Source: an optimization exercise on an open RTL-to-GDS flow (aim: small area, a short achievable clock period and few clock cycles). Production flows keep margins and buffers that such runs may drop.
Only simulation tests tie the RTL to the original design; equivalence was not proved.
The clock port is modelled as an ideal driver, which makes a skipped or thinned clock tree look cheaper than it is; a real chip needs a root buffer or a tree.
Power is estimated from default activity; no workload was simulated.

## build 71
Design hcid_decoder, start of the top module:
module hcid_decoder (
    input  wire         clk,
    input  wire         rst,
    input  wire         in_valid,
    output wire         in_ready,
    input  wire [7:0]   in_char,
    output wire         out_valid,
    input  wire         out_ready,
    output wire [23:0]  out_prefix,      
    output wire [319:0] out_cw,          
    output wire [39:0]  out_bera,        
    output reg  [5:0]   out_count,       
    output reg          out_case_lost,   
    output reg          out_eof          
);
Size: ~760 cells after synthesis, ~420 flip-flops, ~410 I/O pins, about 15000 µm² of cells after synthesis.
clock: 18.0 ns
lec_check: 0
cap_margin: 20
core_margin: 2
core_utilization: 60
cts_buf_list: sky130_fd_sc_hd__clkbuf_16
cts_cluster_diameter: 50
cts_cluster_size: 30
slew_margin: 20
standard.sh (not shown) runs the stock make flow with config.mk's settings and CLKGATE_MAP_FILE= SYNTH_SCRIPT=/design/flow/synth_recipe.tcl, a recipe that flattens the netlist after the stock synthesis.
==> flow/flow/run.sh <==
#!/bin/bash
# Own layout flow: the standard ORFS flow, with the port buffers that
# global placement inserts made from sky130_fd_sc_hd__buf_1 instead of the
# cell buffer_ports picks by itself. Everything else is the standard flow.
set -euo pipefail
export BUFFER_PORTS_ARGS="-buffer_cell sky130_fd_sc_hd__buf_1"
bash standard.sh BUFFER_PORTS_ARGS="$BUFFER_PORTS_ARGS" finish > orfs_flow.log 2>&1
Testbench counts of build 71, summed over its fixed seeds: cycles 75,624.
Setup changes, build 71 to build 79
# build 71
export LEC_CHECK = 0
export CAP_MARGIN = 20
export CORE_MARGIN = 2
export CORE_UTILIZATION = 60
export CTS_BUF_LIST = sky130_fd_sc_hd__clkbuf_16
export CTS_CLUSTER_DIAMETER = 50
export CTS_CLUSTER_SIZE = 30
export SLEW_MARGIN = 20
create_clock -name core_clock -period 18.0 [get_ports {clk}]
# build 79
export LEC_CHECK = 0
export CAP_MARGIN = 20
export CORE_MARGIN = 2
export CORE_UTILIZATION = 60
export CTS_BUF_LIST = sky130_fd_sc_hd__clkbuf_8
export CTS_CLUSTER_DIAMETER = 55
export CTS_CLUSTER_SIZE = 16
export SLEW_MARGIN = 20
create_clock -name core_clock -period 18.0 [get_ports {clk}]
==> flow/flow/run.sh <==
#!/bin/bash
# Own layout flow: the standard ORFS flow, with the port buffers that
# global placement inserts made from sky130_fd_sc_hd__buf_1 instead of the
# cell buffer_ports picks by itself, and timing repair asked to keep a
# setup slack of at least 13.4 ns at the design's clock period.
set -euo pipefail
export BUFFER_PORTS_ARGS="-buffer_cell sky130_fd_sc_hd__buf_1"
export SETUP_SLACK_MARGIN=13.4
bash standard.sh BUFFER_PORTS_ARGS="$BUFFER_PORTS_ARGS" SETUP_SLACK_MARGIN=$SETUP_SLACK_MARGIN finish > orfs_flow.log 2>&1
Notes after the runs:
- Changes observed in build 79 relative to build 71: core utilization moved up, sequential share of layout area moved down, slew at the pin closest to its max-slew limit moved down, area growth from synthesis to layout moved up.
- The global-route track usage on met3 of build 79 exceeds that of build 71 by 0.23 points.
- According to the power report, total power for build 79 is lower than for build 71.
- Compared with build 71, in build 79 worst-case hold slack went up; clock skew went up; via count went up.
- Relative to build 71, arrival time reported for the critical path endpoint has decreased by 0.09 ns in build 79.
Inputs modified between build 79 and build 63:
==> flow/flow/run.sh <==
#!/bin/bash
# Own layout flow: the standard ORFS flow, with the port buffers that
# global placement inserts made from sky130_fd_sc_hd__buf_1 instead of the
# cell buffer_ports picks by itself. Everything else is the standard flow.
set -euo pipefail
export BUFFER_PORTS_ARGS="-buffer_cell sky130_fd_sc_hd__buf_1"
bash standard.sh BUFFER_PORTS_ARGS="$BUFFER_PORTS_ARGS" finish > orfs_flow.log 2>&1
[summary]
- Across both runs, clock buffer and inverter area fraction after layout was higher for build 63 than for build 79.
- Taking build 79 as the reference point, the worst stage delay on the critical path of build 63 rises by 0.02 ns.
- Relative to build 79, count of clock buffers in the final design has gone down in build 63.
- Wire length on met3 for build 63: 22% down relative to build 79
- Area after detailed placement across build 63 and build 79: no real change.
- The wire length of build 63 falls short of that of build 79 by about 23%.
- Of build 63 and build 79, the run reporting the higher combinational fraction of design power was build 79.
- Looking only at worst path arrival time, and setting everything else aside, the lower value of build 63 and build 79 goes to build 79.

* * *

The RTL this note starts from:
==> flow/design.v <==
module hcid_tlcorr (
    input  wire [7:0] c,
    output wire [7:0] t
);
    wire [4:0] k    = c[4:0];
    wire [3:0] d    = c[3:0];
    wire lr   = (c[7:6] == 2'b01) && (k != 5'd0) && (k <= 5'd26);   
    wire lo   = lr && c[5];                                           
    wire dig  = (c[7:4] == 4'b0011) && (d <= 4'd9);                   
    wire is_l = (k == 5'd12);                                         
    wire d39  = dig && (d >= 4'd3);
    wire era    = !(lr || dig);
    wire letter = !d39;
    wire upper  = letter && !(lo && !is_l);
    wire [4:0] sl  = is_l ? 5'd8 : (k < 5'd12) ? k - 5'd1 : k - 5'd2;
    wire [4:0] sd  = (d == 4'd0) ? 5'd13 : (d == 4'd1) ? 5'd8 : (d == 4'd2) ? 5'd24 : {1'b0, d} + 5'd22;
    wire [4:0] sym = lr ? sl : dig ? sd : 5'd0;
    assign t = {era, upper, letter, sym};
endmodule
module hcid_decoder (
    input  wire         clk,
    input  wire         rst,
    input  wire         in_valid,
    output wire         in_ready,
    input  wire [7:0]   in_char,
    output wire         out_valid,
    input  wire         out_ready,
    output wire [23:0]  out_prefix,      
    output wire [319:0] out_cw,          
    output wire [39:0]  out_bera,        
    output reg  [5:0]   out_count,       
    output reg          out_case_lost,   
    output reg          out_eof          
);
    reg  [7:0] a_c;          
    reg        a_v;
    reg  [5:0] idx;          
    reg        ov;           
    reg        rdy;          
    reg        st_sh;        
    assign in_ready  = rdy;
    assign out_valid = ov;
    wire [7:0] a_t;          
    hcid_tlcorr u_tl (.c(a_c), .t(a_t));
    wire [4:0] sym    = a_t[4:0];
    wire       letter = a_t[5];
    wire       upper  = a_t[6];
    wire       era    = a_t[7];
    wire consume = a_v && !(ov && idx != 6'd0);
    wire accept  = in_valid && rdy;
    wire last    = (idx == 6'd62);
    wire [5:0] idx_n = consume ? (last ? 6'd0 : idx + 6'd1) : idx;
    wire ov_n   = (ov && !out_ready) || (consume && last);
    always @(posedge clk) begin
        if (accept) a_c <= in_char;
        if (rst) begin
            a_v <= 1'b0;
            idx <= 6'd0;
            ov  <= 1'b0;
            rdy <= 1'b1;
        end else begin
            a_v <= accept || (a_v && !consume);
            idx <= idx_n;
            ov  <= ov_n;
            rdy <= !(ov_n && idx_n != 6'd0);
        end
        st_sh <= !rst && (accept || (a_v && !consume)) && idx_n != 6'd0 && !ov_n;
    end
    reg  [309:0] st;
    reg  [4:0]   p;
    reg  [1:0]   t2;
    reg          mk;         
    reg  [35:0]  be;         
    wire [2:0] lb    = {idx[2] ^ idx[0], idx[1], idx[0]};
    wire       emit  = lb[2] | (lb[1] & lb[0]);
    wire       mk_in = (lb != 3'd0) && mk;
    wire       mk_b  = mk_in || era;         
    wire       cw_b  = (idx >= 6'd5);        
    wire       zap   = emit && cw_b && mk_b;
    reg  [11:0] wmask;       
    integer j;
    always @* begin
        for (j = 0; j < 12; j = j + 1)
            wmask[j] = zap && (j + 3 >= lb) && (j <= lb + 4);
    end
    wire [11:0] win = {st[1:0], p, sym} & ~wmask;
    always @(posedge clk) begin
        if (consume) begin
            p  <= win[4:0];
            mk <= emit ? (lb != 3'd3 && era) : mk_b;
        end
        if (st_sh)
            st <= {st[304:2], win[11:5]};
        if (consume && last)
            t2 <= win[4:3];
        if (consume && emit && cw_b)
            be <= {mk_b, be[35:1]};
    end
    reg  [3:0]  n;           
    reg         se;          
    reg  [31:0] cap;         
    reg  [3:0]  cbe;         
    reg  [2:0]  okr;         
    reg         zs, os;      
    reg         gz, go;      
    wire seg_start = (idx == 6'd3) || (idx == 6'd18) || (idx == 6'd33) || (idx == 6'd48);
    wire seg_end   = (idx == 6'd17) || (idx == 6'd32) || (idx == 6'd47) || last;
    wire [1:0] seg = (idx >= 6'd48) ? 2'd3 : (idx >= 6'd33) ? 2'd2 : (idx >= 6'd18) ? 2'd1 : 2'd0;
    wire in_seg    = (idx >= 6'd3);
    wire [3:0] n_in   = seg_start ? 4'd0 : n;
    wire       se_in  = seg_start ? 1'b0 : se;
    wire       take   = letter && !n_in[3];
    wire       se_out = se_in || era;
    wire       ok_out = (n_in[3] || (n_in[2:0] == 3'd7 && letter)) && !se_out;
    wire       zs_out = (seg_start || zs) && !(take && upper);
    wire       os_out = (seg_start || os) && !(take && !upper);
    wire [3:0] okv    = {ok_out, okr};
    wire       lost   = (gz && (zs_out || !ok_out)) || (go && (os_out || !ok_out));
    wire [3:0] cbe_f = {4{lost}} | ~okv | {3'b000, era};    
    integer g;
    always @(posedge clk) begin
        if (consume && in_seg) begin
            n  <= n_in + {3'd0, take};
            se <= se_out;
            zs <= zs_out;
            os <= os_out;
        end
        if (consume && idx == 6'd3) begin
            gz <= 1'b1;
            go <= 1'b1;
        end else if (consume && seg_end && !last && ok_out) begin
            gz <= gz && zs_out;
            go <= go && os_out;
        end
        for (g = 0; g < 4; g = g + 1) begin
            if (consume && last) begin
                if (cbe_f[g]) cap[8*g +: 8] <= 8'h00;
                else if (g == 3 && take) cap[8*g +: 8] <= {cap[8*g +: 7], upper};
            end else if (consume && in_seg && seg == g && take)
                cap[8*g +: 8] <= {cap[8*g +: 7], upper};
        end
        if (consume && seg_end && !last)
            okr[seg] <= ok_out;
        if (consume && last)
            cbe <= cbe_f;
    end
    wire       inc_b = emit && cw_b && mk_b;
    wire [2:0] npc   = {2'b00, ~okv[0] | era} + {2'b00, ~okv[1]} + {2'b00, ~okv[2]} + {2'b00, ~okv[3]};
    wire [2:0] ncap  = !last ? 3'd0 : lost ? 3'd4 : npc;
    wire [6:0] csum  = {out_count, inc_b} + {3'b000, ncap, inc_b};
    always @(posedge clk) begin
        if (consume) begin
            if (idx == 6'd1)
                out_count <= 6'd0;
            else
                out_count <= csum[6:1];
            if (last) begin
                out_case_lost <= lost;
                out_eof       <= |sym[2:0];
            end
        end
    end
    wire [311:0] full = {st, t2};
    genvar gj;
    generate
        for (gj = 0; gj < 39; gj = gj + 1) begin : g_full
            if (gj < 3) begin : g_p
                assign out_prefix[8*gj +: 8] = full[311 - 8*gj -: 8];
            end else begin : g_c
                assign out_cw[8*(gj-3) +: 8] = full[311 - 8*gj -: 8];
            end
        end
    endgenerate
    assign out_cw[319:288] = cap;
    assign out_bera   = {cbe, be};
endmodule
==> flow/config.mk <==
export PLATFORM = sky130hd
export DESIGN_NAME = hcid_decoder
export DESIGN_NICKNAME = hcid_decoder
export VERILOG_FILES = /design/flow/design.v
export SDC_FILE = /design/flow/constraint.sdc
export NUM_CORES = 4
export LEC_CHECK = 0
export CAP_MARGIN = 20
export CORE_MARGIN = 2
export CORE_UTILIZATION = 60
export SLEW_MARGIN = 20
==> flow/constraint.sdc <==
create_clock -name core_clock -period 18.0 [get_ports {clk}]
set_input_delay 3.6000 -clock core_clock [delete_from_list [all_inputs] [get_ports {clk}]]
set_output_delay 3.6000 -clock core_clock [all_outputs]
set_load 0.01 [all_outputs]
==> flow/flow/run.sh <==
#!/bin/bash
# Own layout flow: the standard ORFS flow (standard.sh, unchanged
# synthesis, floorplan, power grid, placement, routing), with three
# changes to how the layout is made:
#  - the port buffers that global placement inserts on every input and
#    output are sky130_fd_sc_hd__buf_1 instead of the cell buffer_ports
#    picks by itself (a 10 um2 delay buffer);
#  - clock tree synthesis clusters up to 30 flip-flops per clkbuf_16 leaf
#    buffer and inserts no dummy loads;
#  - after clock tree synthesis, flow/flat_clock.tcl takes out the tree's
#    middle level, so the leaf clock buffers hang directly off the root;
set -euo pipefail
export BUFFER_PORTS_ARGS="-buffer_cell sky130_fd_sc_hd__buf_1"
export CTS_ARGS="-sink_clustering_enable -repair_clock_nets -sink_clustering_size 30 -sink_clustering_max_diameter 100 -buf_list sky130_fd_sc_hd__clkbuf_16 -dont_use_dummy_load"
export SETUP_SLACK_MARGIN=13.5
export POST_CTS_TCL="$PWD/flow/flat_clock.tcl"
bash standard.sh BUFFER_PORTS_ARGS="$BUFFER_PORTS_ARGS" CTS_ARGS="$CTS_ARGS" SETUP_SLACK_MARGIN="$SETUP_SLACK_MARGIN" POST_CTS_TCL="$POST_CTS_TCL" finish > orfs_flow.log 2>&1
Other scripts of this flow, unchanged in this note and not shown: flow/flow/flat_clock.tcl
Testbench counts at the start, summed over its fixed seeds: cycles 75,624.
==> next run, changes <==
==> flow/flow/run.sh (replaced) <==
#!/bin/bash
# Own layout flow: the standard ORFS flow (standard.sh, unchanged
# synthesis, floorplan, power grid, placement, routing), with three
# changes to how the layout is made:
#  - the port buffers that global placement inserts on every input and
#    output are sky130_fd_sc_hd__buf_1 instead of the cell buffer_ports
#    picks by itself (a 10 um2 delay buffer);
#  - clock tree synthesis clusters up to 30 flip-flops per clkbuf_16 leaf
#    buffer and inserts no dummy loads;
set -euo pipefail
export BUFFER_PORTS_ARGS="-buffer_cell sky130_fd_sc_hd__buf_1"
export CTS_ARGS="-sink_clustering_enable -repair_clock_nets -sink_clustering_size 22 -sink_clustering_max_diameter 80 -buf_list sky130_fd_sc_hd__clkbuf_16 -dont_use_dummy_load"
export POST_CTS_TCL="$PWD/flow/flat_clock.tcl"
bash standard.sh BUFFER_PORTS_ARGS="$BUFFER_PORTS_ARGS" CTS_ARGS="$CTS_ARGS" POST_CTS_TCL="$POST_CTS_TCL" finish > orfs_flow.log 2>&1
Outcome: The new run ran to the end with no violations. Sequential share of layout area rose by 12 points. Total power rose by 0.49%. Clock power rose by 9.4%. Global-route usage fell by 2.1 points. Via count fell by 18%. Worst setup slack got worse by 0.027 ns. Cell count fell by 18%. Worst hold slack improved by 0.044 ns. Die area does not change.
==> next run, changes <==
--- a/flow/flow/run.sh
+++ b/flow/flow/run.sh
@@ -9,6 +9,9 @@
 #    buffer and inserts no dummy loads;
+#  - after clock tree synthesis, flow/flat_clock.tcl takes out the tree's
+#    middle level, so the leaf clock buffers hang directly off the root;
 set -euo pipefail
 export BUFFER_PORTS_ARGS="-buffer_cell sky130_fd_sc_hd__buf_1"
-export CTS_ARGS="-sink_clustering_enable -repair_clock_nets -sink_clustering_size 22 -sink_clustering_max_diameter 80 -buf_list sky130_fd_sc_hd__clkbuf_16 -dont_use_dummy_load"
+export CTS_ARGS="-sink_clustering_enable -repair_clock_nets -sink_clustering_size 30 -sink_clustering_max_diameter 100 -buf_list sky130_fd_sc_hd__clkbuf_16 -dont_use_dummy_load"
+export SETUP_SLACK_MARGIN=13.45
 export POST_CTS_TCL="$PWD/flow/flat_clock.tcl"
-bash standard.sh BUFFER_PORTS_ARGS="$BUFFER_PORTS_ARGS" CTS_ARGS="$CTS_ARGS" POST_CTS_TCL="$POST_CTS_TCL" finish > orfs_flow.log 2>&1
+bash standard.sh BUFFER_PORTS_ARGS="$BUFFER_PORTS_ARGS" CTS_ARGS="$CTS_ARGS" SETUP_SLACK_MARGIN="$SETUP_SLACK_MARGIN" POST_CTS_TCL="$POST_CTS_TCL" finish > orfs_flow.log 2>&1
After rerunning: The new run finished with timing, DRC and antenna clean; die area does not change; cell area rose by 12%; total power goes down by 1.5%; final cell count is higher by about 15%; worst setup slack improved by 0.055 ns; global-route usage rose by 2.1 points; critical path depth stays the same; clock power goes down by 9.2%; maximum frequency rises by 1.2%; utilization is higher by 8.2 points; sequential share of layout area went down by 7.6 points.

## port drivers added, routing unchanged
The results above use ideal ports. As a check the final layouts listed here were re-extracted and re-timed, cells and wires unchanged. Step 1: set_driving_cell puts a clkbuf_16 on clk and a buf_2 on each other input, an assumption about the parent block. Step 2 also shifts input and output timing later by t, the mid clock arrival at the registers, as if the neighbouring blocks saw the same clock. Slacks: ideal / step 1 / step 2; pairs: ideal / step 1.
| run | t, ns | setup slack, ns | hold slack, ns | worst register clock-pin slew, ns | pins driven straight from the clock port |
|---|---|---|---|---|---|
| build 71 | 0.560 | 13.129 / 13.080 / 13.310 | 0.442 / 0.442 / 0.442 | 0.08 / 0.08 | 1 |
| build 79 | 0.573 | 13.224 / 13.179 / 13.587 | 0.448 / 0.448 / 0.448 | 0.10 / 0.10 | 1 |
| build 63 | 0.631 | 13.051 / 13.006 / 13.329 | 0.449 / 0.449 / 0.449 | 0.10 / 0.10 | 1 |
| the first run of note 2 | 0.411 | 13.390 / 13.285 / 13.549 | 0.390 / 0.390 / 0.390 | 0.12 / 0.12 | 4 |
| the second run of note 2 | 0.418 | 13.363 / 13.260 / 13.442 | 0.434 / 0.434 / 0.434 | 0.09 / 0.09 | 4 |
| the third run of note 2 | 0.406 | 13.418 / 13.317 / 13.551 | 0.397 / 0.397 / 0.397 | 0.12 / 0.12 | 4 |
After both steps setup and hold are still met in every run listed.
